What follows belongs to an exercise in optimizing a design on an open flow for small area, a short achievable clock period and few clock cycles per item; a production flow would make more cautious choices.
The RTL of this run was laid out without a check of its function.

--- flow/design.v ---
module spn_ginv(input [7:0] x, output [7:0] y);
  wire new_n17, new_n18, new_n19, new_n20, new_n21, new_n22, new_n23,
    new_n24, new_n25, new_n26, new_n27, new_n28, new_n29, new_n30, new_n31,
    new_n32, new_n33, new_n34, new_n35, new_n36, new_n37, new_n38, new_n39,
    new_n40, new_n41, new_n42, new_n43, new_n44, new_n45, new_n46, new_n47,
    new_n48, new_n49, new_n50, new_n51, new_n52, new_n53, new_n54, new_n55,
    new_n56, new_n57, new_n58, new_n59, new_n60, new_n61, new_n62, new_n63,
    new_n64, new_n65, new_n66, new_n67, new_n68, new_n69, new_n70, new_n71,
    new_n72, new_n73, new_n74, new_n75, new_n76, new_n77, new_n78, new_n79,
    new_n80, new_n81, new_n82, new_n83, new_n84, new_n85, new_n86, new_n87,
    new_n88, new_n89, new_n90, new_n91, new_n92, new_n93, new_n94, new_n95,
    new_n96, new_n97, new_n98, new_n99, new_n100, new_n101, new_n102,
    new_n103, new_n104, new_n105, new_n106, new_n107, new_n108, new_n109,
    new_n110, new_n111, new_n112, new_n113, new_n114, new_n115, new_n116,
    new_n117, new_n118, new_n119, new_n120, new_n121, new_n122, new_n123,
    new_n124, new_n125, new_n126, new_n127, new_n128, new_n129, new_n130,
    new_n131, new_n132, new_n133, new_n134, new_n135, new_n136, new_n137,
    new_n138, new_n139, new_n140, new_n141, new_n142, new_n143, new_n144,
    new_n145, new_n146, new_n147, new_n148, new_n149, new_n150, new_n152,
    new_n153, new_n154, new_n155, new_n156, new_n157, new_n158, new_n159,
    new_n160, new_n161, new_n162, new_n163, new_n164, new_n165, new_n166,
    new_n167, new_n168, new_n169, new_n170, new_n171, new_n172, new_n173,
    new_n174, new_n175, new_n176, new_n177, new_n178, new_n179, new_n180,
    new_n181, new_n182, new_n183, new_n184, new_n185, new_n186, new_n187,
    new_n188, new_n189, new_n190, new_n191, new_n192, new_n193, new_n194,
    new_n195, new_n196, new_n197, new_n198, new_n199, new_n200, new_n201,
    new_n202, new_n203, new_n204, new_n205, new_n206, new_n207, new_n208,
    new_n209, new_n210, new_n211, new_n212, new_n213, new_n214, new_n215,
    new_n216, new_n217, new_n218, new_n219, new_n220, new_n221, new_n222,
    new_n223, new_n224, new_n225, new_n226, new_n227, new_n228, new_n229,
    new_n230, new_n231, new_n232, new_n233, new_n234, new_n235, new_n236,
    new_n237, new_n238, new_n239, new_n240, new_n241, new_n242, new_n243,
    new_n244, new_n245, new_n246, new_n247, new_n248, new_n250, new_n251,
    new_n252, new_n253, new_n254, new_n255, new_n256, new_n257, new_n258,
    new_n259, new_n260, new_n261, new_n262, new_n263, new_n264, new_n265,
    new_n266, new_n267, new_n268, new_n269, new_n270, new_n271, new_n272,
    new_n273, new_n274, new_n275, new_n276, new_n277, new_n278, new_n279,
    new_n280, new_n281, new_n282, new_n283, new_n284, new_n285, new_n286,
    new_n287, new_n288, new_n289, new_n290, new_n291, new_n292, new_n293,
    new_n294, new_n295, new_n296, new_n297, new_n298, new_n299, new_n300,
    new_n301, new_n302, new_n303, new_n304, new_n305, new_n306, new_n307,
    new_n308, new_n309, new_n310, new_n311, new_n312, new_n313, new_n314,
    new_n315, new_n316, new_n317, new_n318, new_n319, new_n320, new_n321,
    new_n322, new_n323, new_n324, new_n325, new_n326, new_n327, new_n328,
    new_n330, new_n331, new_n332, new_n333, new_n334, new_n335, new_n336,
    new_n337, new_n338, new_n339, new_n340, new_n341, new_n342, new_n343,
    new_n344, new_n345, new_n346, new_n347, new_n348, new_n349, new_n350,
    new_n351, new_n352, new_n353, new_n354, new_n355, new_n356, new_n357,
    new_n358, new_n359, new_n360, new_n361, new_n362, new_n363, new_n364,
    new_n365, new_n366, new_n367, new_n368, new_n369, new_n370, new_n371,
    new_n372, new_n373, new_n374, new_n375, new_n376, new_n377, new_n378,
    new_n379, new_n380, new_n381, new_n382, new_n383, new_n384, new_n385,
    new_n386, new_n387, new_n388, new_n389, new_n390, new_n391, new_n392,
    new_n393, new_n394, new_n395, new_n396, new_n397, new_n398, new_n399,
    new_n400, new_n401, new_n402, new_n403, new_n404, new_n405, new_n406,
    new_n407, new_n408, new_n409, new_n410, new_n412, new_n413, new_n414,
    new_n415, new_n416, new_n417, new_n418, new_n419, new_n420, new_n421,
    new_n422, new_n423, new_n424, new_n425, new_n426, new_n427, new_n428,
    new_n429, new_n430, new_n431, new_n432, new_n433, new_n434, new_n435,
    new_n436, new_n437, new_n438, new_n439, new_n440, new_n441, new_n442,
    new_n443, new_n444, new_n445, new_n446, new_n447, new_n448, new_n449,
    new_n450, new_n451, new_n452, new_n453, new_n454, new_n455, new_n456,
    new_n457, new_n458, new_n459, new_n460, new_n461, new_n462, new_n463,
    new_n464, new_n465, new_n466, new_n467, new_n468, new_n469, new_n470,
    new_n471, new_n472, new_n473, new_n474, new_n475, new_n477, new_n478,
    new_n479, new_n480, new_n481, new_n482, new_n483, new_n484, new_n485,
    new_n486, new_n487, new_n488, new_n489, new_n490, new_n491, new_n492,
    new_n493, new_n494, new_n495, new_n496, new_n497, new_n498, new_n499,
    new_n500, new_n501, new_n502, new_n503, new_n504, new_n505, new_n506,
    new_n507, new_n508, new_n509, new_n510, new_n511, new_n512, new_n513,
    new_n514, new_n515, new_n516, new_n517, new_n518, new_n519, new_n520,
    new_n521, new_n522, new_n523, new_n524, new_n525, new_n526, new_n527,
    new_n528, new_n529, new_n530, new_n531, new_n532, new_n533, new_n534,
    new_n535, new_n536, new_n538, new_n539, new_n540, new_n541, new_n542,
    new_n543, new_n544, new_n545, new_n546, new_n547, new_n548, new_n549,
    new_n550, new_n551, new_n552, new_n553, new_n554, new_n555, new_n556,
    new_n557, new_n558, new_n559, new_n560, new_n561, new_n562, new_n563,
    new_n564, new_n565, new_n566, new_n567, new_n568, new_n569, new_n570,
    new_n571, new_n572, new_n573, new_n574, new_n575, new_n576, new_n577,
    new_n578, new_n579, new_n580, new_n581, new_n582, new_n583, new_n584,
    new_n585, new_n586, new_n587, new_n588, new_n589, new_n590, new_n591,
    new_n592, new_n593, new_n594, new_n596, new_n597, new_n598, new_n599,
    new_n600, new_n601, new_n602, new_n603, new_n604, new_n605, new_n606,
    new_n607, new_n608, new_n609, new_n610, new_n611, new_n612, new_n613,
    new_n614, new_n615, new_n616, new_n617, new_n618, new_n619, new_n620,
    new_n621, new_n622, new_n623, new_n624, new_n625, new_n626, new_n627,
    new_n628, new_n629, new_n630, new_n631, new_n632, new_n633, new_n634,
    new_n635, new_n636, new_n637, new_n638, new_n639, new_n640, new_n641,
    new_n642, new_n643, new_n644, new_n645, new_n646, new_n647, new_n648,
    new_n649, new_n650, new_n651, new_n652;
  assign new_n17 = ~x[0] & x[2];
  assign new_n18 = x[3] & new_n17;
  assign new_n19 = x[0] & ~x[1];
  assign new_n20 = x[2] & ~new_n19;
  assign new_n21 = ~x[3] & ~new_n20;
  assign new_n22 = ~new_n18 & ~new_n21;
  assign new_n23 = x[5] & new_n22;
  assign new_n24 = ~x[1] & x[2];
  assign new_n25 = x[0] & ~x[2];
  assign new_n26 = ~x[3] & ~new_n25;
  assign new_n27 = ~new_n24 & new_n26;
  assign new_n28 = x[3] & new_n20;
  assign new_n29 = ~x[5] & ~new_n28;
  assign new_n30 = ~new_n27 & new_n29;
  assign new_n31 = x[6] & ~new_n30;
  assign new_n32 = ~new_n23 & new_n31;
  assign new_n33 = ~x[0] & ~x[2];
  assign new_n34 = x[1] & new_n33;
  assign new_n35 = ~x[1] & new_n25;
  assign new_n36 = ~new_n34 & ~new_n35;
  assign new_n37 = ~x[0] & new_n24;
  assign new_n38 = new_n36 & ~new_n37;
  assign new_n39 = x[3] & ~new_n38;
  assign new_n40 = ~x[1] & ~x[2];
  assign new_n41 = ~x[3] & ~new_n40;
  assign new_n42 = ~x[0] & x[1];
  assign new_n43 = new_n41 & ~new_n42;
  assign new_n44 = ~x[5] & ~new_n43;
  assign new_n45 = ~new_n39 & new_n44;
  assign new_n46 = ~x[3] & ~new_n33;
  assign new_n47 = ~x[1] & new_n46;
  assign new_n48 = x[3] & ~new_n33;
  assign new_n49 = x[5] & ~new_n48;
  assign new_n50 = ~new_n47 & new_n49;
  assign new_n51 = ~x[6] & ~new_n50;
  assign new_n52 = ~new_n45 & new_n51;
  assign new_n53 = x[4] & ~new_n52;
  assign new_n54 = ~new_n32 & new_n53;
  assign new_n55 = ~x[0] & new_n40;
  assign new_n56 = x[5] & ~new_n55;
  assign new_n57 = ~x[0] & ~x[1];
  assign new_n58 = x[0] & x[1];
  assign new_n59 = ~new_n57 & ~new_n58;
  assign new_n60 = x[2] & new_n59;
  assign new_n61 = new_n41 & ~new_n60;
  assign new_n62 = ~x[3] & ~new_n61;
  assign new_n63 = new_n56 & ~new_n62;
  assign new_n64 = ~x[0] & x[3];
  assign new_n65 = new_n24 & new_n64;
  assign new_n66 = ~x[5] & ~new_n35;
  assign new_n67 = ~new_n65 & new_n66;
  assign new_n68 = ~new_n63 & ~new_n67;
  assign new_n69 = x[6] & ~new_n68;
  assign new_n70 = ~new_n20 & new_n36;
  assign new_n71 = ~x[3] & ~new_n70;
  assign new_n72 = ~x[2] & new_n58;
  assign new_n73 = x[3] & ~new_n57;
  assign new_n74 = ~new_n72 & new_n73;
  assign new_n75 = ~x[5] & ~new_n74;
  assign new_n76 = ~new_n71 & new_n75;
  assign new_n77 = x[3] & ~new_n59;
  assign new_n78 = ~x[2] & new_n77;
  assign new_n79 = x[5] & ~new_n43;
  assign new_n80 = ~new_n78 & new_n79;
  assign new_n81 = ~x[6] & ~new_n80;
  assign new_n82 = ~new_n76 & new_n81;
  assign new_n83 = ~x[4] & ~new_n82;
  assign new_n84 = ~new_n69 & new_n83;
  assign new_n85 = ~new_n54 & ~new_n84;
  assign new_n86 = ~x[7] & ~new_n85;
  assign new_n87 = x[3] & ~new_n25;
  assign new_n88 = x[3] & new_n33;
  assign new_n89 = ~new_n41 & ~new_n59;
  assign new_n90 = ~new_n88 & new_n89;
  assign new_n91 = new_n87 & ~new_n90;
  assign new_n92 = ~new_n27 & ~new_n91;
  assign new_n93 = x[4] & ~new_n92;
  assign new_n94 = x[0] & x[2];
  assign new_n95 = ~new_n33 & ~new_n94;
  assign new_n96 = ~x[1] & x[3];
  assign new_n97 = new_n95 & new_n96;
  assign new_n98 = ~new_n88 & ~new_n97;
  assign new_n99 = ~x[3] & ~new_n19;
  assign new_n100 = ~new_n17 & new_n99;
  assign new_n101 = ~x[4] & ~new_n100;
  assign new_n102 = new_n98 & new_n101;
  assign new_n103 = x[6] & ~new_n102;
  assign new_n104 = ~new_n93 & new_n103;
  assign new_n105 = x[1] & ~x[2];
  assign new_n106 = ~x[3] & new_n105;
  assign new_n107 = x[4] & ~new_n106;
  assign new_n108 = x[4] & ~new_n58;
  assign new_n109 = ~new_n107 & ~new_n108;
  assign new_n110 = ~x[0] & ~new_n40;
  assign new_n111 = x[3] & new_n110;
  assign new_n112 = ~new_n109 & ~new_n111;
  assign new_n113 = ~new_n20 & new_n26;
  assign new_n114 = ~x[4] & ~new_n64;
  assign new_n115 = x[1] & x[3];
  assign new_n116 = ~x[2] & new_n115;
  assign new_n117 = new_n114 & ~new_n116;
  assign new_n118 = ~new_n113 & new_n117;
  assign new_n119 = ~x[6] & ~new_n118;
  assign new_n120 = ~new_n112 & new_n119;
  assign new_n121 = ~new_n104 & ~new_n120;
  assign new_n122 = ~x[5] & ~new_n121;
  assign new_n123 = ~x[3] & ~new_n24;
  assign new_n124 = ~new_n34 & new_n123;
  assign new_n125 = ~x[4] & ~new_n124;
  assign new_n126 = ~new_n18 & ~new_n115;
  assign new_n127 = x[1] & x[2];
  assign new_n128 = ~x[0] & new_n127;
  assign new_n129 = ~new_n126 & ~new_n128;
  assign new_n130 = new_n125 & ~new_n129;
  assign new_n131 = x[4] & ~new_n64;
  assign new_n132 = x[1] & ~new_n17;
  assign new_n133 = new_n123 & ~new_n132;
  assign new_n134 = new_n131 & ~new_n133;
  assign new_n135 = x[6] & ~new_n134;
  assign new_n136 = ~new_n130 & new_n135;
  assign new_n137 = new_n94 & new_n96;
  assign new_n138 = ~x[4] & ~new_n137;
  assign new_n139 = ~x[3] & ~new_n94;
  assign new_n140 = new_n36 & new_n139;
  assign new_n141 = new_n138 & ~new_n140;
  assign new_n142 = new_n41 & ~new_n128;
  assign new_n143 = x[4] & ~new_n77;
  assign new_n144 = ~new_n142 & new_n143;
  assign new_n145 = ~x[6] & ~new_n144;
  assign new_n146 = ~new_n141 & new_n145;
  assign new_n147 = ~new_n136 & ~new_n146;
  assign new_n148 = x[5] & ~new_n147;
  assign new_n149 = x[7] & ~new_n148;
  assign new_n150 = ~new_n122 & new_n149;
  assign y[0] = ~new_n86 & ~new_n150;
  assign new_n152 = x[3] & ~new_n24;
  assign new_n153 = ~new_n57 & new_n152;
  assign new_n154 = ~x[4] & ~new_n153;
  assign new_n155 = ~new_n42 & new_n139;
  assign new_n156 = ~new_n40 & new_n155;
  assign new_n157 = new_n41 & new_n59;
  assign new_n158 = ~new_n156 & ~new_n157;
  assign new_n159 = new_n154 & new_n158;
  assign new_n160 = x[4] & ~new_n137;
  assign new_n161 = ~new_n62 & new_n160;
  assign new_n162 = ~new_n159 & ~new_n161;
  assign new_n163 = x[5] & ~new_n162;
  assign new_n164 = x[0] & x[3];
  assign new_n165 = ~new_n40 & ~new_n127;
  assign new_n166 = new_n164 & ~new_n165;
  assign new_n167 = ~x[3] & ~new_n37;
  assign new_n168 = x[4] & ~x[5];
  assign new_n169 = ~new_n167 & new_n168;
  assign new_n170 = ~new_n166 & new_n169;
  assign new_n171 = ~new_n95 & new_n115;
  assign new_n172 = ~new_n97 & ~new_n171;
  assign new_n173 = ~x[4] & ~x[5];
  assign new_n174 = new_n99 & ~new_n128;
  assign new_n175 = new_n173 & ~new_n174;
  assign new_n176 = new_n172 & new_n175;
  assign new_n177 = x[7] & ~new_n176;
  assign new_n178 = ~new_n170 & new_n177;
  assign new_n179 = ~new_n163 & new_n178;
  assign new_n180 = x[1] & new_n46;
  assign new_n181 = x[4] & ~new_n180;
  assign new_n182 = x[1] & new_n95;
  assign new_n183 = new_n153 & ~new_n182;
  assign new_n184 = new_n181 & ~new_n183;
  assign new_n185 = ~x[4] & ~new_n105;
  assign new_n186 = ~new_n88 & new_n185;
  assign new_n187 = ~x[3] & new_n25;
  assign new_n188 = new_n186 & ~new_n187;
  assign new_n189 = ~x[5] & ~new_n188;
  assign new_n190 = ~new_n184 & new_n189;
  assign new_n191 = ~new_n19 & ~new_n127;
  assign new_n192 = new_n48 & new_n191;
  assign new_n193 = ~x[4] & ~new_n192;
  assign new_n194 = ~new_n164 & new_n193;
  assign new_n195 = ~new_n167 & new_n194;
  assign new_n196 = ~new_n17 & new_n36;
  assign new_n197 = x[3] & new_n196;
  assign new_n198 = new_n59 & new_n123;
  assign new_n199 = x[4] & ~new_n198;
  assign new_n200 = ~new_n197 & new_n199;
  assign new_n201 = x[5] & ~new_n200;
  assign new_n202 = ~new_n195 & new_n201;
  assign new_n203 = ~new_n190 & ~new_n202;
  assign new_n204 = ~x[7] & ~new_n203;
  assign new_n205 = ~new_n179 & ~new_n204;
  assign new_n206 = x[6] & ~new_n205;
  assign new_n207 = ~new_n24 & ~new_n182;
  assign new_n208 = ~x[3] & ~new_n207;
  assign new_n209 = ~x[4] & ~new_n208;
  assign new_n210 = ~new_n166 & new_n209;
  assign new_n211 = x[0] & new_n165;
  assign new_n212 = new_n48 & ~new_n211;
  assign new_n213 = ~new_n17 & new_n41;
  assign new_n214 = x[4] & ~new_n213;
  assign new_n215 = ~new_n212 & new_n214;
  assign new_n216 = ~x[5] & ~new_n215;
  assign new_n217 = ~new_n210 & new_n216;
  assign new_n218 = x[3] & ~new_n35;
  assign new_n219 = ~new_n127 & new_n218;
  assign new_n220 = ~x[4] & ~new_n43;
  assign new_n221 = ~new_n180 & new_n220;
  assign new_n222 = ~new_n219 & new_n221;
  assign new_n223 = ~x[2] & ~new_n59;
  assign new_n224 = new_n152 & ~new_n223;
  assign new_n225 = ~x[3] & ~new_n42;
  assign new_n226 = ~new_n20 & new_n225;
  assign new_n227 = x[4] & ~new_n226;
  assign new_n228 = ~new_n224 & new_n227;
  assign new_n229 = ~new_n222 & ~new_n228;
  assign new_n230 = x[5] & ~new_n229;
  assign new_n231 = ~x[7] & ~new_n230;
  assign new_n232 = ~new_n217 & new_n231;
  assign new_n233 = new_n107 & ~new_n224;
  assign new_n234 = x[2] & x[3];
  assign new_n235 = ~x[4] & ~new_n234;
  assign new_n236 = ~new_n191 & new_n235;
  assign new_n237 = x[5] & ~new_n236;
  assign new_n238 = ~new_n233 & new_n237;
  assign new_n239 = ~new_n17 & ~new_n164;
  assign new_n240 = new_n108 & ~new_n239;
  assign new_n241 = ~x[5] & ~new_n72;
  assign new_n242 = ~x[4] & new_n115;
  assign new_n243 = new_n241 & ~new_n242;
  assign new_n244 = ~new_n240 & new_n243;
  assign new_n245 = x[7] & ~new_n244;
  assign new_n246 = ~new_n238 & new_n245;
  assign new_n247 = ~x[6] & ~new_n246;
  assign new_n248 = ~new_n232 & new_n247;
  assign y[1] = new_n206 | new_n248;
  assign new_n250 = ~x[0] & new_n165;
  assign new_n251 = new_n139 & ~new_n250;
  assign new_n252 = ~new_n97 & ~new_n192;
  assign new_n253 = ~new_n251 & new_n252;
  assign new_n254 = x[4] & ~new_n253;
  assign new_n255 = x[0] & ~new_n165;
  assign new_n256 = x[3] & ~new_n255;
  assign new_n257 = ~new_n47 & ~new_n256;
  assign new_n258 = new_n114 & ~new_n257;
  assign new_n259 = ~new_n254 & ~new_n258;
  assign new_n260 = x[5] & ~new_n259;
  assign new_n261 = new_n87 & ~new_n110;
  assign new_n262 = new_n168 & ~new_n261;
  assign new_n263 = new_n158 & new_n262;
  assign new_n264 = ~new_n105 & ~new_n153;
  assign new_n265 = ~new_n116 & new_n173;
  assign new_n266 = ~new_n264 & new_n265;
  assign new_n267 = ~x[6] & ~new_n266;
  assign new_n268 = ~new_n263 & new_n267;
  assign new_n269 = ~new_n260 & new_n268;
  assign new_n270 = ~x[2] & x[3];
  assign new_n271 = ~new_n42 & new_n270;
  assign new_n272 = ~new_n58 & new_n167;
  assign new_n273 = ~x[4] & ~new_n272;
  assign new_n274 = ~new_n271 & new_n273;
  assign new_n275 = ~x[0] & ~new_n105;
  assign new_n276 = ~x[3] & ~new_n275;
  assign new_n277 = x[4] & ~new_n276;
  assign new_n278 = ~new_n78 & new_n277;
  assign new_n279 = x[5] & ~new_n278;
  assign new_n280 = ~new_n274 & new_n279;
  assign new_n281 = new_n131 & new_n241;
  assign new_n282 = ~new_n96 & ~new_n139;
  assign new_n283 = new_n173 & ~new_n282;
  assign new_n284 = x[6] & ~new_n283;
  assign new_n285 = ~new_n281 & new_n284;
  assign new_n286 = ~new_n280 & new_n285;
  assign new_n287 = ~new_n269 & ~new_n286;
  assign new_n288 = ~x[7] & ~new_n287;
  assign new_n289 = x[4] & ~new_n96;
  assign new_n290 = ~new_n270 & new_n289;
  assign new_n291 = x[4] & ~new_n59;
  assign new_n292 = ~new_n290 & ~new_n291;
  assign new_n293 = ~new_n24 & new_n140;
  assign new_n294 = ~new_n292 & ~new_n293;
  assign new_n295 = ~x[4] & new_n172;
  assign new_n296 = ~new_n71 & new_n295;
  assign new_n297 = ~new_n294 & ~new_n296;
  assign new_n298 = ~x[5] & ~new_n297;
  assign new_n299 = ~x[3] & new_n196;
  assign new_n300 = new_n154 & ~new_n299;
  assign new_n301 = new_n46 & ~new_n211;
  assign new_n302 = x[4] & ~new_n301;
  assign new_n303 = x[5] & ~new_n302;
  assign new_n304 = ~new_n300 & new_n303;
  assign new_n305 = ~new_n298 & ~new_n304;
  assign new_n306 = ~x[6] & ~new_n305;
  assign new_n307 = x[0] & new_n41;
  assign new_n308 = ~new_n59 & new_n87;
  assign new_n309 = new_n98 & ~new_n308;
  assign new_n310 = ~new_n307 & new_n309;
  assign new_n311 = x[4] & ~new_n310;
  assign new_n312 = ~x[3] & new_n223;
  assign new_n313 = ~x[4] & ~new_n312;
  assign new_n314 = ~new_n197 & new_n313;
  assign new_n315 = ~new_n311 & ~new_n314;
  assign new_n316 = x[5] & ~new_n315;
  assign new_n317 = x[3] & new_n191;
  assign new_n318 = ~x[3] & ~new_n38;
  assign new_n319 = ~new_n317 & ~new_n318;
  assign new_n320 = new_n168 & ~new_n319;
  assign new_n321 = new_n64 & ~new_n127;
  assign new_n322 = new_n173 & ~new_n321;
  assign new_n323 = ~new_n155 & new_n322;
  assign new_n324 = x[6] & ~new_n323;
  assign new_n325 = ~new_n320 & new_n324;
  assign new_n326 = ~new_n316 & new_n325;
  assign new_n327 = ~new_n306 & ~new_n326;
  assign new_n328 = x[7] & ~new_n327;
  assign y[2] = ~new_n288 & ~new_n328;
  assign new_n330 = ~x[3] & new_n59;
  assign new_n331 = x[3] & ~new_n250;
  assign new_n332 = ~new_n330 & ~new_n331;
  assign new_n333 = ~new_n94 & ~new_n332;
  assign new_n334 = ~x[5] & ~new_n333;
  assign new_n335 = ~x[3] & ~new_n182;
  assign new_n336 = x[5] & new_n252;
  assign new_n337 = ~new_n335 & new_n336;
  assign new_n338 = ~x[6] & ~new_n337;
  assign new_n339 = ~new_n334 & new_n338;
  assign new_n340 = new_n46 & ~new_n57;
  assign new_n341 = ~new_n255 & new_n340;
  assign new_n342 = new_n152 & ~new_n275;
  assign new_n343 = ~new_n341 & ~new_n342;
  assign new_n344 = ~x[5] & ~new_n343;
  assign new_n345 = x[3] & ~new_n94;
  assign new_n346 = ~new_n105 & new_n345;
  assign new_n347 = x[5] & ~new_n340;
  assign new_n348 = ~new_n346 & new_n347;
  assign new_n349 = x[6] & ~new_n348;
  assign new_n350 = ~new_n344 & new_n349;
  assign new_n351 = ~x[4] & ~new_n350;
  assign new_n352 = ~new_n339 & new_n351;
  assign new_n353 = new_n26 & ~new_n60;
  assign new_n354 = x[3] & new_n94;
  assign new_n355 = new_n172 & ~new_n354;
  assign new_n356 = ~new_n353 & new_n355;
  assign new_n357 = new_n56 & new_n356;
  assign new_n358 = new_n95 & ~new_n96;
  assign new_n359 = ~new_n88 & ~new_n358;
  assign new_n360 = ~x[5] & ~new_n359;
  assign new_n361 = x[6] & ~new_n360;
  assign new_n362 = ~new_n357 & new_n361;
  assign new_n363 = x[1] & new_n26;
  assign new_n364 = x[3] & new_n35;
  assign new_n365 = ~x[5] & ~new_n364;
  assign new_n366 = ~new_n363 & new_n365;
  assign new_n367 = new_n46 & ~new_n182;
  assign new_n368 = ~new_n24 & new_n87;
  assign new_n369 = x[5] & ~new_n368;
  assign new_n370 = ~new_n367 & new_n369;
  assign new_n371 = ~new_n366 & ~new_n370;
  assign new_n372 = ~x[6] & ~new_n371;
  assign new_n373 = x[4] & ~new_n372;
  assign new_n374 = ~new_n362 & new_n373;
  assign new_n375 = ~new_n352 & ~new_n374;
  assign new_n376 = x[7] & ~new_n375;
  assign new_n377 = x[3] & new_n58;
  assign new_n378 = ~x[4] & ~new_n377;
  assign new_n379 = ~new_n318 & new_n378;
  assign new_n380 = new_n99 & ~new_n165;
  assign new_n381 = new_n160 & ~new_n380;
  assign new_n382 = x[5] & ~new_n381;
  assign new_n383 = ~new_n379 & new_n382;
  assign new_n384 = ~new_n211 & new_n225;
  assign new_n385 = x[1] & new_n87;
  assign new_n386 = ~new_n384 & ~new_n385;
  assign new_n387 = new_n173 & ~new_n386;
  assign new_n388 = new_n126 & new_n168;
  assign new_n389 = ~new_n157 & new_n388;
  assign new_n390 = x[6] & ~new_n389;
  assign new_n391 = ~new_n387 & new_n390;
  assign new_n392 = ~new_n383 & new_n391;
  assign new_n393 = ~new_n77 & new_n235;
  assign new_n394 = ~new_n156 & new_n393;
  assign new_n395 = x[4] & new_n98;
  assign new_n396 = ~new_n71 & new_n395;
  assign new_n397 = ~new_n394 & ~new_n396;
  assign new_n398 = x[5] & ~new_n397;
  assign new_n399 = new_n168 & ~new_n345;
  assign new_n400 = ~new_n142 & new_n399;
  assign new_n401 = new_n110 & ~new_n234;
  assign new_n402 = ~x[2] & new_n96;
  assign new_n403 = ~x[4] & ~new_n402;
  assign new_n404 = ~new_n401 & new_n403;
  assign new_n405 = ~x[5] & ~new_n404;
  assign new_n406 = ~new_n400 & new_n405;
  assign new_n407 = ~x[6] & ~new_n406;
  assign new_n408 = ~new_n398 & new_n407;
  assign new_n409 = ~new_n392 & ~new_n408;
  assign new_n410 = ~x[7] & ~new_n409;
  assign y[3] = ~new_n376 & ~new_n410;
  assign new_n412 = new_n143 & ~new_n255;
  assign new_n413 = ~new_n192 & new_n273;
  assign new_n414 = ~new_n412 & ~new_n413;
  assign new_n415 = ~x[5] & ~new_n414;
  assign new_n416 = ~new_n128 & new_n218;
  assign new_n417 = ~new_n251 & ~new_n416;
  assign new_n418 = ~x[4] & ~new_n417;
  assign new_n419 = ~new_n19 & new_n48;
  assign new_n420 = ~new_n109 & ~new_n419;
  assign new_n421 = x[5] & ~new_n420;
  assign new_n422 = ~new_n418 & new_n421;
  assign new_n423 = ~new_n415 & ~new_n422;
  assign new_n424 = ~x[7] & ~new_n423;
  assign new_n425 = ~new_n55 & new_n139;
  assign new_n426 = ~new_n180 & ~new_n425;
  assign new_n427 = ~new_n183 & new_n426;
  assign new_n428 = x[4] & ~new_n427;
  assign new_n429 = ~new_n114 & ~new_n185;
  assign new_n430 = ~new_n24 & ~new_n429;
  assign new_n431 = ~x[5] & ~new_n430;
  assign new_n432 = ~new_n428 & new_n431;
  assign new_n433 = ~new_n105 & new_n164;
  assign new_n434 = ~new_n33 & ~new_n433;
  assign new_n435 = new_n107 & new_n434;
  assign new_n436 = ~new_n46 & ~new_n271;
  assign new_n437 = ~x[4] & ~new_n436;
  assign new_n438 = x[5] & ~new_n437;
  assign new_n439 = ~new_n435 & new_n438;
  assign new_n440 = x[7] & ~new_n439;
  assign new_n441 = ~new_n432 & new_n440;
  assign new_n442 = ~new_n424 & ~new_n441;
  assign new_n443 = x[6] & ~new_n442;
  assign new_n444 = ~new_n115 & ~new_n239;
  assign new_n445 = new_n185 & ~new_n444;
  assign new_n446 = ~new_n22 & new_n445;
  assign new_n447 = ~new_n429 & ~new_n446;
  assign new_n448 = ~new_n25 & new_n41;
  assign new_n449 = x[3] & ~new_n40;
  assign new_n450 = ~new_n128 & new_n449;
  assign new_n451 = x[4] & ~new_n450;
  assign new_n452 = ~new_n448 & new_n451;
  assign new_n453 = x[5] & ~new_n452;
  assign new_n454 = ~new_n447 & new_n453;
  assign new_n455 = new_n173 & ~new_n354;
  assign new_n456 = ~new_n312 & new_n455;
  assign new_n457 = new_n168 & ~new_n356;
  assign new_n458 = ~new_n456 & ~new_n457;
  assign new_n459 = ~new_n454 & new_n458;
  assign new_n460 = x[7] & ~new_n459;
  assign new_n461 = new_n168 & ~new_n384;
  assign new_n462 = new_n309 & new_n461;
  assign new_n463 = new_n191 & new_n403;
  assign new_n464 = x[4] & ~new_n116;
  assign new_n465 = ~new_n124 & new_n464;
  assign new_n466 = x[5] & ~new_n465;
  assign new_n467 = ~new_n463 & new_n466;
  assign new_n468 = ~new_n40 & new_n340;
  assign new_n469 = ~new_n65 & new_n173;
  assign new_n470 = ~new_n468 & new_n469;
  assign new_n471 = ~x[7] & ~new_n470;
  assign new_n472 = ~new_n467 & new_n471;
  assign new_n473 = ~new_n462 & new_n472;
  assign new_n474 = ~x[6] & ~new_n473;
  assign new_n475 = ~new_n460 & new_n474;
  assign y[4] = ~new_n443 & ~new_n475;
  assign new_n477 = x[3] & ~new_n70;
  assign new_n478 = ~new_n272 & ~new_n477;
  assign new_n479 = new_n168 & ~new_n478;
  assign new_n480 = new_n26 & ~new_n132;
  assign new_n481 = new_n290 & ~new_n480;
  assign new_n482 = ~new_n312 & new_n481;
  assign new_n483 = ~x[4] & ~new_n18;
  assign new_n484 = ~new_n251 & new_n483;
  assign new_n485 = x[5] & ~new_n484;
  assign new_n486 = ~new_n482 & new_n485;
  assign new_n487 = ~new_n24 & new_n164;
  assign new_n488 = new_n173 & ~new_n487;
  assign new_n489 = ~new_n335 & new_n488;
  assign new_n490 = ~x[6] & ~new_n489;
  assign new_n491 = ~new_n486 & new_n490;
  assign new_n492 = ~new_n479 & new_n491;
  assign new_n493 = ~new_n105 & new_n167;
  assign new_n494 = new_n289 & ~new_n493;
  assign new_n495 = ~x[4] & ~new_n28;
  assign new_n496 = ~x[1] & new_n64;
  assign new_n497 = ~new_n157 & ~new_n496;
  assign new_n498 = new_n495 & new_n497;
  assign new_n499 = x[5] & ~new_n498;
  assign new_n500 = ~new_n494 & new_n499;
  assign new_n501 = new_n168 & ~new_n308;
  assign new_n502 = ~new_n425 & new_n501;
  assign new_n503 = ~new_n90 & new_n173;
  assign new_n504 = x[6] & ~new_n503;
  assign new_n505 = ~new_n502 & new_n504;
  assign new_n506 = ~new_n500 & new_n505;
  assign new_n507 = ~new_n492 & ~new_n506;
  assign new_n508 = ~x[7] & ~new_n507;
  assign new_n509 = ~new_n25 & ~new_n250;
  assign new_n510 = new_n289 & ~new_n509;
  assign new_n511 = ~new_n99 & ~new_n132;
  assign new_n512 = new_n404 & ~new_n511;
  assign new_n513 = ~new_n510 & ~new_n512;
  assign new_n514 = x[5] & ~new_n513;
  assign new_n515 = new_n165 & new_n345;
  assign new_n516 = new_n26 & ~new_n42;
  assign new_n517 = new_n173 & ~new_n516;
  assign new_n518 = ~new_n515 & new_n517;
  assign new_n519 = ~new_n47 & new_n399;
  assign new_n520 = ~new_n518 & ~new_n519;
  assign new_n521 = ~new_n514 & new_n520;
  assign new_n522 = x[6] & ~new_n521;
  assign new_n523 = ~new_n73 & ~new_n480;
  assign new_n524 = x[4] & ~new_n523;
  assign new_n525 = ~new_n330 & new_n495;
  assign new_n526 = ~x[5] & ~new_n525;
  assign new_n527 = ~new_n524 & new_n526;
  assign new_n528 = ~new_n261 & new_n273;
  assign new_n529 = x[4] & ~new_n340;
  assign new_n530 = ~new_n219 & new_n529;
  assign new_n531 = x[5] & ~new_n530;
  assign new_n532 = ~new_n528 & new_n531;
  assign new_n533 = ~new_n527 & ~new_n532;
  assign new_n534 = ~x[6] & ~new_n533;
  assign new_n535 = x[7] & ~new_n534;
  assign new_n536 = ~new_n522 & new_n535;
  assign y[5] = ~new_n508 & ~new_n536;
  assign new_n538 = ~new_n60 & ~new_n436;
  assign new_n539 = ~x[4] & ~new_n538;
  assign new_n540 = ~x[3] & new_n55;
  assign new_n541 = ~new_n292 & ~new_n540;
  assign new_n542 = x[6] & ~new_n541;
  assign new_n543 = ~new_n539 & new_n542;
  assign new_n544 = ~new_n358 & ~new_n496;
  assign new_n545 = new_n181 & new_n544;
  assign new_n546 = ~new_n261 & ~new_n276;
  assign new_n547 = new_n220 & new_n546;
  assign new_n548 = ~x[6] & ~new_n547;
  assign new_n549 = ~new_n545 & new_n548;
  assign new_n550 = ~x[7] & ~new_n549;
  assign new_n551 = ~new_n543 & new_n550;
  assign new_n552 = ~new_n171 & new_n529;
  assign new_n553 = ~new_n48 & new_n125;
  assign new_n554 = ~x[6] & ~new_n553;
  assign new_n555 = ~new_n552 & new_n554;
  assign new_n556 = ~x[1] & new_n26;
  assign new_n557 = new_n131 & ~new_n556;
  assign new_n558 = x[6] & ~new_n445;
  assign new_n559 = ~new_n557 & new_n558;
  assign new_n560 = x[7] & ~new_n559;
  assign new_n561 = ~new_n555 & new_n560;
  assign new_n562 = x[5] & ~new_n561;
  assign new_n563 = ~new_n551 & new_n562;
  assign new_n564 = x[3] & ~new_n207;
  assign new_n565 = ~new_n155 & ~new_n564;
  assign new_n566 = x[4] & ~new_n565;
  assign new_n567 = ~new_n25 & ~new_n127;
  assign new_n568 = ~new_n18 & new_n567;
  assign new_n569 = new_n378 & ~new_n568;
  assign new_n570 = ~new_n566 & ~new_n569;
  assign new_n571 = x[6] & ~new_n570;
  assign new_n572 = new_n181 & ~new_n540;
  assign new_n573 = ~new_n256 & new_n572;
  assign new_n574 = new_n221 & ~new_n331;
  assign new_n575 = ~x[6] & ~new_n574;
  assign new_n576 = ~new_n573 & new_n575;
  assign new_n577 = ~x[7] & ~new_n576;
  assign new_n578 = ~new_n571 & new_n577;
  assign new_n579 = ~new_n152 & ~new_n157;
  assign new_n580 = x[4] & ~new_n579;
  assign new_n581 = ~new_n72 & new_n276;
  assign new_n582 = new_n193 & ~new_n581;
  assign new_n583 = ~x[6] & ~new_n582;
  assign new_n584 = ~new_n580 & new_n583;
  assign new_n585 = ~new_n17 & ~new_n87;
  assign new_n586 = new_n430 & new_n585;
  assign new_n587 = ~x[2] & new_n330;
  assign new_n588 = x[6] & ~new_n346;
  assign new_n589 = ~new_n587 & new_n588;
  assign new_n590 = ~new_n586 & new_n589;
  assign new_n591 = x[7] & ~new_n590;
  assign new_n592 = ~new_n584 & new_n591;
  assign new_n593 = ~x[5] & ~new_n592;
  assign new_n594 = ~new_n578 & new_n593;
  assign y[6] = new_n563 | new_n594;
  assign new_n596 = new_n123 & ~new_n223;
  assign new_n597 = ~new_n88 & new_n378;
  assign new_n598 = ~new_n596 & new_n597;
  assign new_n599 = ~new_n26 & ~new_n377;
  assign new_n600 = new_n464 & new_n599;
  assign new_n601 = ~x[6] & ~new_n600;
  assign new_n602 = ~new_n598 & new_n601;
  assign new_n603 = x[4] & ~new_n139;
  assign new_n604 = ~new_n60 & new_n603;
  assign new_n605 = ~new_n385 & new_n604;
  assign new_n606 = ~x[4] & ~new_n511;
  assign new_n607 = x[6] & ~new_n606;
  assign new_n608 = ~new_n605 & new_n607;
  assign new_n609 = ~new_n602 & ~new_n608;
  assign new_n610 = x[7] & ~new_n609;
  assign new_n611 = x[4] & new_n126;
  assign new_n612 = ~new_n87 & ~new_n250;
  assign new_n613 = new_n611 & ~new_n612;
  assign new_n614 = ~new_n180 & ~new_n368;
  assign new_n615 = ~x[4] & ~new_n614;
  assign new_n616 = ~new_n613 & ~new_n615;
  assign new_n617 = ~x[6] & ~new_n616;
  assign new_n618 = ~new_n87 & new_n107;
  assign new_n619 = ~new_n330 & new_n618;
  assign new_n620 = new_n186 & ~new_n211;
  assign new_n621 = x[6] & ~new_n620;
  assign new_n622 = ~new_n619 & new_n621;
  assign new_n623 = ~x[7] & ~new_n622;
  assign new_n624 = ~new_n617 & new_n623;
  assign new_n625 = ~new_n610 & ~new_n624;
  assign new_n626 = x[5] & ~new_n625;
  assign new_n627 = x[3] & new_n509;
  assign new_n628 = new_n209 & ~new_n627;
  assign new_n629 = new_n289 & ~new_n345;
  assign new_n630 = ~new_n448 & new_n629;
  assign new_n631 = ~new_n628 & ~new_n630;
  assign new_n632 = x[6] & ~new_n631;
  assign new_n633 = ~new_n449 & ~new_n480;
  assign new_n634 = x[4] & ~new_n633;
  assign new_n635 = new_n138 & ~new_n581;
  assign new_n636 = ~x[6] & ~new_n635;
  assign new_n637 = ~new_n634 & new_n636;
  assign new_n638 = x[7] & ~new_n637;
  assign new_n639 = ~new_n632 & new_n638;
  assign new_n640 = new_n131 & ~new_n573;
  assign new_n641 = ~new_n100 & ~new_n556;
  assign new_n642 = new_n194 & new_n641;
  assign new_n643 = x[6] & ~new_n642;
  assign new_n644 = ~new_n640 & new_n643;
  assign new_n645 = ~new_n318 & new_n611;
  assign new_n646 = ~new_n61 & new_n393;
  assign new_n647 = ~new_n645 & ~new_n646;
  assign new_n648 = ~x[6] & ~new_n647;
  assign new_n649 = ~x[7] & ~new_n648;
  assign new_n650 = ~new_n644 & new_n649;
  assign new_n651 = ~x[5] & ~new_n650;
  assign new_n652 = ~new_n639 & new_n651;
  assign y[7] = ~new_n626 & ~new_n652;
endmodule
module spn_core (
  input  wire         clk,
  input  wire         rst,
  input  wire         start,
  input  wire [1:0]   op,
  input  wire [1:0]   klen,
  input  wire [255:0] key,
  input  wire [127:0] din,
  output reg          busy,
  output reg          done,
  output reg          err,
  output wire [127:0] dout
);
  localparam OP_KS  = 2'd0;
  localparam OP_ENC = 2'd1;
  localparam OP_DEC = 2'd2;
  localparam M_IDLE = 3'd0;
  localparam M_KS2  = 3'd2;    
  localparam M_KS3  = 3'd3;    
  localparam M_KS4  = 3'd4;    
  localparam M_WALK = 3'd5;    
  localparam M_ENC  = 3'd6;
  localparam M_DEC  = 3'd7;
  localparam [127:0] C63 = {16{8'h63}};
  reg  [2:0]   mode;
  reg          key_valid;
  reg          wend;         
  reg  [1:0]   nkc;          
  reg  [3:0]   pq;           
  reg          last;         
  reg          save;         
  reg  [127:0] yr;           
  reg  [3:0]   oenc;
  reg  [255:0] win;
  reg  [255:0] rsv;
  wire [3:0] nr1 = 4'd11 + {1'b0, nkc, 1'b0};    
  wire accept = start && !busy;
  function [7:0] xt;
    input [7:0] a;
    begin
      xt = {a[6:0], 1'b0} ^ (a[7] ? 8'h1b : 8'h00);
    end
  endfunction
  function [31:0] mix_col;
    input [31:0] col;
    reg   [7:0]  a0, a1, a2, a3;
    begin
      a0 = col[31:24]; a1 = col[23:16]; a2 = col[15:8]; a3 = col[7:0];
      mix_col = {xt(a0 ^ a1) ^ (a1 ^ (a2 ^ a3)),
                 xt(a1 ^ a2) ^ (a2 ^ (a3 ^ a0)),
                 xt(a2 ^ a3) ^ (a3 ^ (a0 ^ a1)),
                 xt(a3 ^ a0) ^ (a0 ^ (a1 ^ a2))};
    end
  endfunction
  function [31:0] inv_mix_col;
    input [31:0] col;
    reg   [7:0]  a0, a1, a2, a3, u, v;
    begin
      a0 = col[31:24]; a1 = col[23:16]; a2 = col[15:8]; a3 = col[7:0];
      u = xt(xt(a0 ^ a2));
      v = xt(xt(a1 ^ a3));
      inv_mix_col = mix_col({a0 ^ u, a1 ^ v, a2 ^ u, a3 ^ v});
    end
  endfunction
  function [127:0] shift_rows;
    input [127:0] s;
    integer r, c;
    begin
      for (r = 0; r < 4; r = r + 1)
        for (c = 0; c < 4; c = c + 1)
          shift_rows[127 - 8*(r + 4*c) -: 8] = s[127 - 8*(r + 4*((c + r) % 4)) -: 8];
    end
  endfunction
  function [127:0] shift_rows2;
    input [127:0] s;
    integer r, c;
    begin
      for (r = 0; r < 4; r = r + 1)
        for (c = 0; c < 4; c = c + 1)
          shift_rows2[127 - 8*(r + 4*c) -: 8] = s[127 - 8*(r + 4*((c + 2*r) % 4)) -: 8];
    end
  endfunction
  function [7:0] rcon_of;
    input [3:0] i;
    begin
      case (i)
        4'd1:  rcon_of = 8'h01;
        4'd2:  rcon_of = 8'h02;
        4'd3:  rcon_of = 8'h04;
        4'd4:  rcon_of = 8'h08;
        4'd5:  rcon_of = 8'h10;
        4'd6:  rcon_of = 8'h20;
        4'd7:  rcon_of = 8'h40;
        4'd8:  rcon_of = 8'h80;
        4'd9:  rcon_of = 8'h1b;
        4'd10: rcon_of = 8'h36;
        default: rcon_of = 8'h00;
      endcase
    end
  endfunction
  wire [31:0] w0 = win[255:224], w1 = win[223:192], w2 = win[191:160], w3 = win[159:128];
  wire [31:0] w4 = win[127:96],  w5 = win[95:64],   w6 = win[63:32],    w7 = win[31:0];
  function [15:0] step_pattern;
    input [1:0] k;
    input [3:0] q;
    input       fwd;
    reg         s0, s2, rt;
    reg  [3:0]  ri;
    reg  [4:0]  sel;
    reg  [1:0]  m3;
    begin
      case (q)
        4'd0, 4'd3, 4'd6, 4'd9, 4'd12, 4'd15: m3 = 2'd0;
        4'd1, 4'd4, 4'd7, 4'd10, 4'd13:       m3 = 2'd1;
        default:                              m3 = 2'd2;
      endcase
      s0 = 1'b0; s2 = 1'b0; rt = 1'b0; ri = 4'd0;
      case (k)
        2'd0: begin
          s0 = 1'b1; rt = 1'b1;
          ri = fwd ? q : q - 4'd2;
        end
        2'd1: begin
          if (m3 == 2'd0) begin
            s0 = 1'b1; rt = 1'b1;
            case (q)
              4'd3:  ri = fwd ? 4'd2  : 4'd1;
              4'd6:  ri = fwd ? 4'd4  : 4'd3;
              4'd9:  ri = fwd ? 4'd6  : 4'd5;
              4'd12: ri = fwd ? 4'd8  : 4'd7;
              default: ri = fwd ? 4'd10 : 4'd9;
            endcase
          end else if (m3 == 2'd1) begin
            s2 = 1'b1; rt = 1'b1;
            case (q)
              4'd1:  ri = fwd ? 4'd1 : 4'd0;
              4'd4:  ri = fwd ? 4'd3 : 4'd2;
              4'd7:  ri = fwd ? 4'd5 : 4'd4;
              4'd10: ri = fwd ? 4'd7 : 4'd6;
              default: ri = fwd ? 4'd9 : 4'd8;
            endcase
          end
        end
        default: begin
          s0 = 1'b1;
          rt = fwd ? !q[0] : q[0];
          ri = {1'b0, q[3:1]};
        end
      endcase
      if (fwd)
        sel = s2 ? 5'b00010 : 5'b00001;
      else if (k == 2'd0)
        sel = 5'b00100;
      else if (k == 2'd1 && s0)
        sel = 5'b10000;
      else
        sel = 5'b01000;
      step_pattern = {s0, s2, rt, rt ? rcon_of(ri) : 8'h00, sel};
    end
  endfunction
  reg        kfwd;                  
  reg        sub0, sub2, rot;
  reg  [7:0] krc;
  reg  [4:0] ksel;
  wire [31:0] ksin = ({32{ksel[0]}} & w7) | ({32{ksel[1]}} & (w7 ^ w2 ^ w3)) |
                     ({32{ksel[2]}} & (w2 ^ w3)) | ({32{ksel[3]}} & w3) |
                     ({32{ksel[4]}} & w1);
  wire [31:0] ksub_i;
  genvar g;
  generate
    for (g = 0; g < 4; g = g + 1) begin : g_ksbox
      spn_ginv u_inv (.x(ksin[31 - 8*g -: 8]), .y(ksub_i[31 - 8*g -: 8]));
    end
  endgenerate
  wire [31:0] ksub = ksub_i ^ 32'h63636363;
  wire [31:0] kt   = rot ? ({ksub[23:0], ksub[31:24]} ^ {krc, 24'h000000}) : ksub;
  reg [31:0] n0, n1, n2, n3;
  reg [31:0] m0, m1, m2, m3;
  always @(*) begin
    case (nkc)
      2'd0: begin
        n0 = w4 ^ kt; n1 = w5 ^ w4 ^ kt; n2 = w6 ^ w5 ^ w4 ^ kt; n3 = w7 ^ w6 ^ w5 ^ w4 ^ kt;
        m3 = w3 ^ w2; m2 = w2 ^ w1; m1 = w1 ^ w0; m0 = w0 ^ kt;
      end
      2'd1: begin
        n0 = w2 ^ (sub0 ? kt : w7);
        n1 = w3 ^ n0;
        n2 = sub2 ? (w4 ^ kt) : (w4 ^ n1);
        n3 = w5 ^ n2;
        m0 = w2 ^ (sub0 ? kt : w1);
        m1 = w3 ^ w2;
        m2 = w4 ^ (sub2 ? kt : w3);
        m3 = w5 ^ w4;
      end
      default: begin
        n0 = w0 ^ kt; n1 = w1 ^ w0 ^ kt; n2 = w2 ^ w1 ^ w0 ^ kt; n3 = w3 ^ w2 ^ w1 ^ w0 ^ kt;
        m0 = w4 ^ kt; m1 = w5 ^ w4; m2 = w6 ^ w5; m3 = w7 ^ w6;
      end
    endcase
  end
  wire [255:0] win_fwd = {win[127:0], n0, n1, n2, n3};
  wire [255:0] win_bwd = {m0, m1, m2, m3, win[255:128]};
  wire [127:0] rk_e = win[127:0];
  wire [127:0] rk_d = win[255:128];
  wire [127:0] e_mc  = {mix_col(yr[127:96]), mix_col(yr[95:64]),
                        mix_col(yr[63:32]),  mix_col(yr[31:0])};
  wire [127:0] e_next = e_mc ^ rk_e ^ C63;
  wire [127:0] d_a   = yr ^ rk_d ^ C63;
  wire [127:0] d_imc = {inv_mix_col(d_a[127:96]), inv_mix_col(d_a[95:64]),
                        inv_mix_col(d_a[63:32]),  inv_mix_col(d_a[31:0])};
  wire [127:0] d_next = shift_rows2(d_imc);
  wire [127:0] k_out;
  generate
    for (g = 0; g < 4; g = g + 1) begin : g_kout
      assign k_out[127 - 32*g -: 32] = oenc[g] ? (rk_e[127 - 32*g -: 32] ^ 32'h63636363)
                                                : rk_d[127 - 32*g -: 32];
    end
  endgenerate
  assign dout = yr ^ k_out;
  wire [127:0] k_enc  = wend ? rsv[255:128] : win[255:128];
  wire [127:0] k_dec  = wend ? win[127:0] : rsv[127:0];
  wire [127:0] a_enc  = din ^ k_enc;
  wire [127:0] a_dec  = shift_rows2(din ^ k_dec ^ C63);
  wire [127:0] a_next = op[1] ? a_dec : a_enc;
  wire [127:0] x_next = (mode == M_IDLE) ? a_next : (mode == M_ENC) ? e_next : d_next;
  wire [127:0] y_next;
  generate
    for (g = 0; g < 16; g = g + 1) begin : g_dinv
      spn_ginv u_inv (.x(x_next[127 - 8*g -: 8]), .y(y_next[127 - 8*g -: 8]));
    end
  endgenerate
  wire [127:0] z_next = shift_rows(y_next);
  wire go_enc = accept && (op == OP_ENC) && key_valid;
  wire go_dec = accept && (op == OP_DEC) && key_valid;
  wire go_ks  = accept && (op == OP_KS) && (klen != 2'd3);
  wire go_err = accept && !go_enc && !go_dec && !go_ks;
  reg [2:0] mode_n;
  reg [3:0] pq_n;
  reg [1:0] nkc_n;
  reg       fin;           
  always @(*) begin
    mode_n = mode;
    pq_n   = pq;
    nkc_n  = nkc;
    fin    = 1'b0;
    case (mode)
      M_IDLE: begin
        if (go_ks) begin
          mode_n = M_KS2;
          nkc_n  = klen;
          pq_n   = 4'd2;
        end else if (go_enc) begin
          mode_n = M_ENC;
          pq_n   = 4'd2;
        end else if (go_dec) begin
          mode_n = M_DEC;
          pq_n   = nr1;
        end
      end
      M_KS2: begin
        mode_n = M_KS3;
        pq_n   = 4'd1;
      end
      M_KS3: begin
        mode_n = M_KS4;
        pq_n   = 4'd2;
      end
      M_KS4, M_WALK: begin
        mode_n = M_WALK;
        pq_n   = pq + 4'd1;
        if (pq == nr1 - 4'd1) begin    
          mode_n = M_IDLE;
          fin    = 1'b1;
        end
      end
      M_ENC: begin
        pq_n = pq + 4'd1;
        if (last) begin
          mode_n = M_IDLE;
          fin    = 1'b1;
        end
      end
      default: begin    
        pq_n = pq - 4'd1;
        if (last) begin
          mode_n = M_IDLE;
          fin    = 1'b1;
        end
      end
    endcase
  end
  wire [3:0]  nr1_n  = 4'd11 + {1'b0, nkc_n, 1'b0};
  wire        kfwd_n = (mode_n != M_DEC) && (mode_n != M_KS2);
  wire [15:0] pat_n  = step_pattern(nkc_n, pq_n, kfwd_n);
  wire        last_n = (mode_n == M_ENC) ? (pq_n == nr1_n - 4'd1) : (pq_n == 4'd3);
  always @(posedge clk) begin
    yr <= z_next;
    if (mode == M_IDLE)
      oenc <= {op[0] | !op[1], op[0] & !op[1], op[0], !op[1]};
  end
  always @(posedge clk) begin
    if (mode == M_IDLE) begin
      if (go_ks)
        win <= key;
      else if ((go_enc && wend) || (go_dec && !wend))
        win <= rsv;
    end else begin
      case (mode)
        M_KS2:  win <= win_bwd;
        M_DEC:  win <= win_bwd;
        default: win <= win_fwd;
      endcase
    end
  end
  always @(posedge clk) begin
    if (save)
      rsv <= win;
  end
  always @(posedge clk) begin
    pq   <= pq_n;
    nkc  <= nkc_n;
    last <= last_n;
    save <= (go_enc && !wend) || (go_dec && wend) || (mode == M_KS3);
    kfwd <= kfwd_n;
    {sub0, sub2, rot, krc, ksel} <= pat_n;
  end
  always @(posedge clk) begin
    if (rst) begin
      mode      <= M_IDLE;
      busy      <= 1'b0;
      done      <= 1'b0;
      err       <= 1'b0;
      key_valid <= 1'b0;
    end else begin
      mode <= mode_n;
      busy <= (mode_n != M_IDLE);
      done <= fin || go_err;
      err  <= go_err;
      if (go_ks)
        key_valid <= 1'b0;
      else if (fin && mode != M_ENC && mode != M_DEC)
        key_valid <= 1'b1;
      if (fin)
        wend <= (mode != M_DEC);
    end
  end
endmodule
--- flow/flow/run.sh ---
#!/bin/bash
# Layout: the standard synthesis unchanged, then ORFS's standard layout steps
# with a larger setup margin for repair_timing (same SDC, same clock period) and
# plain buffers (buf_2) as the port buffers. Each tool run's full output goes to
# a log file in this folder.
set -uo pipefail
bash standard.sh synth > synth.log 2>&1 || exit 1
bash standard.sh SETUP_SLACK_MARGIN=8 "BUFFER_PORTS_ARGS=-buffer_cell sky130_fd_sc_hd__buf_2" finish > layout.log 2>&1 || exit 1
--- flow/standard.sh ---
#!/bin/bash
# synth_recipe.tcl (not shown) runs the flow's synth.tcl, then flattens the netlist and writes it again
# the make line also repeats each setting of config.mk as NAME=value (left out here)
make -C /OpenROAD-flow-scripts/flow DESIGN_CONFIG=/design/flow/config.mk WORK_HOME=/design/flow/orfs CLKGATE_MAP_FILE= SYNTH_SCRIPT=/design/flow/synth_recipe.tcl "${@:-finish}"
--- flow/config.mk ---
export PLATFORM = sky130hd
export DESIGN_NAME = spn_core
export DESIGN_NICKNAME = spn_core
export VERILOG_FILES = /design/flow/design.v
export SDC_FILE = /design/flow/constraint.sdc
export NUM_CORES = 8
export LEC_CHECK = 0
export ABC_AREA = 1
export CAP_MARGIN = 20
export CELL_PAD_IN_SITES_DETAIL_PLACEMENT = 1
export CELL_PAD_IN_SITES_GLOBAL_PLACEMENT = 2
export CORE_MARGIN = 2
export CORE_UTILIZATION = 30
export SLEW_MARGIN = 20
--- flow/constraint.sdc ---
create_clock -name core_clock -period 13.0 [get_ports {clk}]
set_input_delay 2.6000 -clock core_clock [delete_from_list [all_inputs] [get_ports {clk}]]
set_output_delay 2.6000 -clock core_clock [all_outputs]
set_load 0.01 [all_outputs]
==> results by group <==
Timing
  – FMAX: 179.5 MHz
  – Final worst slack: 7.428 ns
  – RSZ-0062 raised after global routing: yes
  – Final setup vio count: 0
  – Final setup TNS: 0 ns
  – Final period utilization: 42.86%
  – Crit path time final: 5.572 ns
  – Slew Limit Headroom: 13.32%
  – Final Max Slew Viols: 0
  – Final hold viol count: 0
  – Max Clock Skew: 0.1018 ns
  – Least-Margin Pin Slew: 1.300 ns

Clock tree
  – Clk slew on worst S/H paths: 0.08 ns
  – Root Driver: clkbuf_16
  – CTS Hold Buffers Added: 0
  – CTS Buf Count: 106
  – Worst skew pair latency: 1.00 ns
  – H-tree depth: 3
  – CTS tree: yes
  – Clk sinks: 676
  – Clk buf depth: 4

Worst hold path
  – HP Start: key_valid
  – Hold depth: 2
  – Hold Path Sink: key_valid
  – HP Class: flip-flop to flip-flop

GRT
  – Vias in the first global route: 162300
  – First-pass GRT wire length: 1372000 um
  – Largest net degree at the start of global routing: 131
  – Initial antenna violation count: 103
  – GRT Total Usage: 46.91%
  – Gr ovfl total: 0

Layout
  – Filler cells: 53260
  – Nets: 23220
  – Non-Filler Instances: 28160
  – Final instance area: 0.1573 mm^2
  – Sequential cell area: 0.01885 mm^2
  – Most frequent cells in the layout: nand2_1, nand3_1, inv_1
  – Share of layout cells above drive strength 1: 19.39%
  – Commonest non-fill, non-tap cell in the layout: nand2_1
  – Multi-input combinational cell area: 0.1032 mm^2
  – Area grow syn2layout: 28.72%

Critical path
  – RR Endpoint: yr[37]
  – Worst setup SP type: flip-flop
  – Critical path type: flip-flop to primary output
  – Critical Path End Type: primary output
  – Worst path arrival time: 2.97 ns
  – Flop2flop setup slack: 7.94 ns
  – Reg-to-Reg Start: mode[1]
  – Length in cells of the worst reg-to-reg path: 21
  – CP Data Required Time: 10.40 ns
  – Crit path max fanout: 8

Floorplan
  – Starting Density: 30.11%
  – Rows: 234
  – # IOs: 522
  – Chip height: 642.2 um
  – Die span in x: 642.2 um
  – Core ar.: 0.4058 mm^2
  – Die area: 0.4124 mm^2

Synth
  – Cell taking the most area after synthesis: nand2_1
  – Yosys warns: 1
  – Syn avg cell area: 5.604 um^2
  – Mapped Area: 0.1222 mm^2
  – Async set-reset flop share out of synthesis: 0%
  – Sequential share of the synthesized area: 15.31%
  – Yosys reg bits: 676
  – Top FF cell, synth: edfxtp_1
  – Yosys top cell area share: 23.34%
  – Cell variety after synth: 78
  – EDFF count, synth: 517
  – Gate count of the mapped netlist: 21810
  – Syn Nets: 22460
  – Synth top area cells: nand2_1, nand3_1, edfxtp_1

Detailed routing
  – Drt total wl: 1034000 um
  – Residual DRC: 0
  – Avg WL per Cell: 36.70 um
  – Initial drt markers: 24540
  – Detailed Routing Iterations Pass 1: 9
  – Antenna-violating nets left: 0
  – Vias per cell: 6.171
  – Via count: 173800

Placement
  – RePlAce Congestion: 1.073
  – Placed cell areas: 0.1297 mm^2
  – Placed cells: 26950
  – I/O Buffers: 521
  – Dpl ws: 4.830 ns
  – Post-DP HPWL: 771100 um

Run
  – Max-cap violations: 0

Outcome
  – Status: no timing/DRC/antenna violations
-- repair_timing --
item                       4_1_cts  5_1_grt
buffers inserted               464      410
gates resized for setup       1795     1632
cloned                          41       28
pin swaps                      177      334
setup endpoints to repair      575      520
-- area by class of cell --
type	instances	share of cell area [%]
timing repair buffer	1833	10.79
clock inverter	63	0.4661
clock buffer	131	1.785
tap	5428	4.318
inverter	1859	4.863
timing repair inverter	11	0.07557
antenna	76	0.1209
sequential	676	11.98
multi-input combinational	18080	65.60
-- flip-flops by register name, indices dropped and copies added, names as in the netlist --
signal and cells:
rsv 256, win 256, yr 128, krc 8, ksel 5, oenc 4
pq 4, mode 3, nkc 2, busy 1, done 1, err 1
key_valid 1, last 1, rot 1, save 1, sub0 1, sub2 1
wend 1
-- critical path: stages, from the launching register on --
cell      delay [ns]
edfxtp_1        0.44
buf_12          0.19
buf_16          0.20
o21ai_4         0.46
xor2_4          0.39
buf_2           0.21
-- worst max-delay path by stage --
stage / to / start / slack [ns] / cells after the start
floorplan: win[0] / op[1] / -2.80 / 4
global placement: yr[104] / op[1] / 4.73 / 19
detailed placement: yr[104] / op[1] / 4.83 / 19
CTS: dout[5] / oenc[3] / 7.53 / 5
global route: dout[1] / oenc[3] / 7.56 / 7
finish: dout[5] / oenc[3] / 7.43 / 5
-- routing by layer --
metal	part of all wire [%]	up-vias	global-route usage [%]
li1	-	73420	-
met1	38	85600	59.01
met2	40	11900	67.91
met3	12	2822	11.75
met4	10	26	37.20
met5	0.014	-	0
-- per-stage QoR --
stage	hold WS, ns	utilization (%)
3_5_place_dp	0.4949	31.96
3_3_place_gp	0.4865	31.96
5_1_grt	0.5352	38.75
6_report	0.5006	38.76
4_1_cts	0.5003	36.04
2_1_floorplan	0.4206	-
-- logic make-up after synthesis --
kind of cell / synth area share, %
compound gates: 15.74
xor+xnor: 11.59
fa+ha+maj: 2.658
buf+inv: 10.25
flops: 15.31
mux: 0.05734
simple gates: 44.39
-- synthesized netlist by cell type, types with 34 or more instances --
cell,instances
a21oi_1,842
a22oi_1,262
a31oi_1,70
buf_1,85
buf_2,406
buf_4,99
clkbuf_1,574
clkinv_1,34
dfxtp_1,159
edfxtp_1,517
ha_1,258
inv_1,1739
inv_2,85
nand2_1,7597
nand2_2,117
nand3_1,3322
nand3b_1,52
nand4_1,192
nor2_1,1338
nor2_2,49
nor3_1,57
o2111ai_1,40
o211ai_1,168
o21ai_0,1580
o21ai_1,89
o221ai_1,97
o22ai_1,107
or2_2,78
xnor2_1,617
xor2_1,860

[what the ideal ports hide]
No port has a modelled driver above. Below, the same layout with a new extraction and two added sets of constraints.
Step 1, drivers: a clkbuf_16 drives clk and a buf_2 each remaining input, both assumed.
Step 2, shift: input delay + t, output delay - t, t = (earliest + latest rising clock arrival at the registers) / 2. This alone moves slack from input paths to output paths.
Three values: no drivers, after step 1, after step 2; two values: the first two.
shift t [ns]: 1.051
slack for setup (ns): 7.428 / 7.326 / 6.448
slew at the worst register clock pin (ns): 0.08 / 0.08
After both steps setup and hold are still met in this run. For this run, drivers alone change the setup slack by -0.102 ns; drivers and shift together by -0.980 ns.
